Context: an optimization exercise on an open-source flow, tuned for small area, a short achievable clock period and few clock cycles. The choices shown serve that exercise and are no tape-out recipe. Function was checked by simulation only, so behaviour that the tests miss may differ from the original. Power figures rest on the tool's default switching activity, not on a simulated workload.

red:
Design eclog_core, start of the top module:
module eclog_core (
    input  wire        clk,
    input  wire        rst,
    input  wire        in_valid,
    input  wire [7:0]  in_data,
    output reg         in_ready,
    output reg         out_valid,
    output reg  [7:0]  out_data,
    input  wire        out_ready,
    output reg         mem_req,
    output reg         mem_we,
    output reg  [10:0] mem_addr,
    output reg  [7:0]  mem_wdata,
    input  wire        mem_ready,
    input  wire [7:0]  mem_rdata
);
Size in the first run: ~7300 um2 of cells after synthesis.
Settings: LEC_CHECK=0, ABC_AREA=1, CAP_MARGIN=20, CORE_MARGIN=2, CORE_UTILIZATION=60, CTS_BUF_LIST=sky130_fd_sc_hd__clkbuf_8, CTS_CLUSTER_DIAMETER=60, CTS_CLUSTER_SIZE=30, PLACE_DENSITY=0.75, SETUP_SLACK_MARGIN=4.3, SLEW_MARGIN=20; clock period 7.0 ns.
standard.sh (not shown) runs the stock make flow with config.mk's settings and CLKGATE_MAP_FILE= SYNTH_SCRIPT=/design/flow/synth_recipe.tcl, a recipe that flattens the netlist after the stock synthesis.
==> flow/flow/run.sh <==
#!/bin/bash
# The standard layout (standard.sh, synthesis unchanged), with the
# input and output ports buffered by sky130_fd_sc_hd__buf_2 instead of the
# delay-cell buffer ORFS picks by default. make's full output goes to
# standard.log; ORFS keeps each step's log under orfs/logs/.
set -euo pipefail
export BUFFER_PORTS_ARGS="-buffer_cell sky130_fd_sc_hd__buf_2"
bash standard.sh > standard.log 2>&1
red ran to completion and came out clean on the timing, DRC and antenna checks.
Testbench counts of red, summed over its fixed seeds: cycles 45,479.
#### Input delta (blue over red)
- a deleted CTS_CLUSTER_SIZE that had been 30
- a change of ABC_AREA from 1 to 0
- a deleted CTS_CLUSTER_DIAMETER that had been 60
- a deleted CTS_BUF_LIST that had been sky130_fd_sc_hd__clkbuf_8
--- outcome ---
Result for blue and red: all clean. blue: total wire length about 1.3% above red. Summary of blue over red: post-CTS setup buffer count picked up an extra 17; fmax lost 6.3%; required time at the endpoint of the critical path lost 0.04 ns; via count of the first global-routing pass lost 654. Worst hold slack was higher in red than in blue. The launch point of the worst path comes out mem_rdata[0] in one run and ptr[0] in the other, namely in blue and red respectively.
Modified inputs, green compared to blue
- CORE_UTILIZATION: 60 -> 40
- ABC_AREA: 0 -> 1
- PLACE_DENSITY: 0.75 -> unset
==> run summary <==
In terms of clock skew, blue and green differ only marginally.
Compared with blue, in green placed cell count went up 25%; portion of total power attributed to the clock network went up; sequential share of layout area went up by 0.43 points; post-synthesis compound-gate area fraction dropped 7.6 points.
green ends up with a total power that is 9.8% lower than in blue.
green — wire length of the first global-routing pass about 4.6% higher, blue as reference
green vs blue: net switching power down
Cell internal power dissipation on green is ahead of blue.
Xor/xnor cell area share of the yosys netlist (green over blue): decrease, 3.5 points

* * *

Another version of the RTL of eclog_core (not shown whole).
Size: ~1,300 cells after synthesis, about 52 I/O pins, roughly 7600 sq um of cells after synthesis.
Settings: LEC_CHECK=0, ABC_AREA=1, CAP_MARGIN=20, CORE_MARGIN=2, CORE_UTILIZATION=60, SETUP_SLACK_MARGIN=4.0, SLEW_MARGIN=20; clock period 7.0 ns.
run.sh (not shown) runs the stock make flow with config.mk's settings and CLKGATE_MAP_FILE= SYNTH_SCRIPT=/design/flow/synth_recipe.tcl, a recipe that flattens the netlist after the stock synthesis.
Stock flow here: none of the scripts above is used.
Testbench counts at the start, summed over its fixed seeds: cycles 45,308.
Then changed:
CORE_UTILIZATION = 40   (was 60)
=>
- worst hold slack improved by 4.8 ps
- area after synthesis does not change
- worst setup slack got worse by 6.8 ps
- global-route usage came out lower by 11 points
- final cell count came out higher by a few percent
- wire length came out higher slightly

* * *

eclog_core with an RTL version that a note above also has.
Size in the first run: roughly 1200 cells after synthesis, about 88 flip-flops, about 52 I/O pins, ~0.0073 mm^2 of cells after synthesis.
Settings: LEC_CHECK=0, ABC_AREA=1, CAP_MARGIN=20, CORE_MARGIN=2, CORE_UTILIZATION=40, SETUP_SLACK_MARGIN=4.3, SLEW_MARGIN=20; clock period 7.0 ns.
The baseline went through all stages and came out clean.
Testbench counts at the start, summed over its fixed seeds: cycles 45,479.
==> next run, changes <==
--- a/flow/config.mk
+++ b/flow/config.mk
@@ -10,4 +10,4 @@
 export CORE_MARGIN = 2
 export CORE_UTILIZATION = 40
-export SETUP_SLACK_MARGIN = 4.3
+export SETUP_SLACK_MARGIN = 4.5
 export SLEW_MARGIN = 20
Outcome:
- power goes down by 0.43%
- design area goes up by about 4.4%
- routed wire length goes up by 1.3%
- sequential power barely changes
- utilization goes up by 2.2 points
- combinational power goes up by 6.7%
- setup slack improved by 0.0099 ns
- clock power goes down by 11%
- synthesized cell count stays the same
- non-clock buffer count goes up by 17
- synthesized area does not change
==> next run, changes <==
==> flow/flow/run.sh (new file) <==
#!/bin/bash
# The standard layout (standard.sh, synthesis unchanged), with the
# input and output ports buffered by sky130_fd_sc_hd__buf_2 instead of the
# delay-cell buffer ORFS picks by default. make's full output goes to
# standard.log; ORFS keeps each step's log under orfs/logs/.
set -euo pipefail
export BUFFER_PORTS_ARGS="-buffer_cell sky130_fd_sc_hd__buf_2"
bash standard.sh > standard.log 2>&1
==> flow/standard.sh (new file) <==
#!/bin/bash
# synth_recipe.tcl (not shown) runs the flow's synth.tcl, then flattens the netlist and writes it again
# the make line also repeats each setting of config.mk as NAME=value (left out here)
make -C /OpenROAD-flow-scripts/flow DESIGN_CONFIG=/design/flow/config.mk WORK_HOME=/design/flow/orfs CLKGATE_MAP_FILE= SYNTH_SCRIPT=/design/flow/synth_recipe.tcl "${@:-finish}"
--- a/flow/config.mk
+++ b/flow/config.mk
@@ -9,5 +9,6 @@
 export CAP_MARGIN = 20
 export CORE_MARGIN = 2
-export CORE_UTILIZATION = 40
-export SETUP_SLACK_MARGIN = 4.5
+export CORE_UTILIZATION = 70
+export PLACE_DENSITY = 0.85
+export SETUP_SLACK_MARGIN = 4.3
 export SLEW_MARGIN = 20
removed: flow/run.sh
After rerunning:
- The new run passed the timing, DRC and antenna checks
- power drops by roughly a tenth
- clock-buffer cell count drops by 3
- die area drops by well over a third
- final cell count drops by a little under a tenth
- design area drops by roughly a tenth
- wire length drops by a few percent

==> what the ideal ports hide <==
No port has a modelled driver above. Below, the same layouts with a new extraction and two added sets of constraints.
Step 1, drivers: a clkbuf_16 drives clk and a buf_2 each remaining input, both assumed.
Step 2 adds t to the input delays and takes it off the output delays; t is the mean of the earliest and latest rising clock arrival at the registers after step 1. Input paths then give back, and output paths get back, about the clock's delay inside the block.
Three values: no drivers, after step 1, after step 2; two values: the first two.
| run | t, ns | setup slack, ns | hold WS [ns] | worst setup path at the end |
|---|---|---|---|---|
| red | 0.421 | 4.315 / 4.315 / 3.977 | 0.463 / 0.463 / 0.463 | input to register |
| blue | 0.394 | 4.135 / 4.130 / 3.737 | 0.452 / 0.452 / 0.452 | input to register |
| green | 0.395 | 4.359 / 4.359 / 4.003 | 0.463 / 0.463 / 0.463 | input to register |
| the first run of note 2 | 0.391 | 4.018 / 4.009 / 3.628 | 0.478 / 0.478 / 0.478 | input to register |
| the second run of note 2 | 0.402 | 4.012 / 3.967 / 3.671 | 0.483 / 0.483 / 0.483 | input to register |
| the first run of note 3 | 0.392 | 4.345 / 4.304 / 3.995 | 0.463 / 0.463 / 0.463 | input to register |
| the second run of note 3 | 0.392 | 4.355 / 4.355 / 4.125 | 0.460 / 0.460 / 0.460 | input to register |
| the third run of note 3 | 0.418 | 4.246 / 4.246 / 3.941 | 0.465 / 0.465 / 0.465 | input to register |
After both steps setup and hold are still met in every run listed. For blue, which loses most, drivers alone change the setup slack by -0.005 ns; drivers and shift together by -0.398 ns.
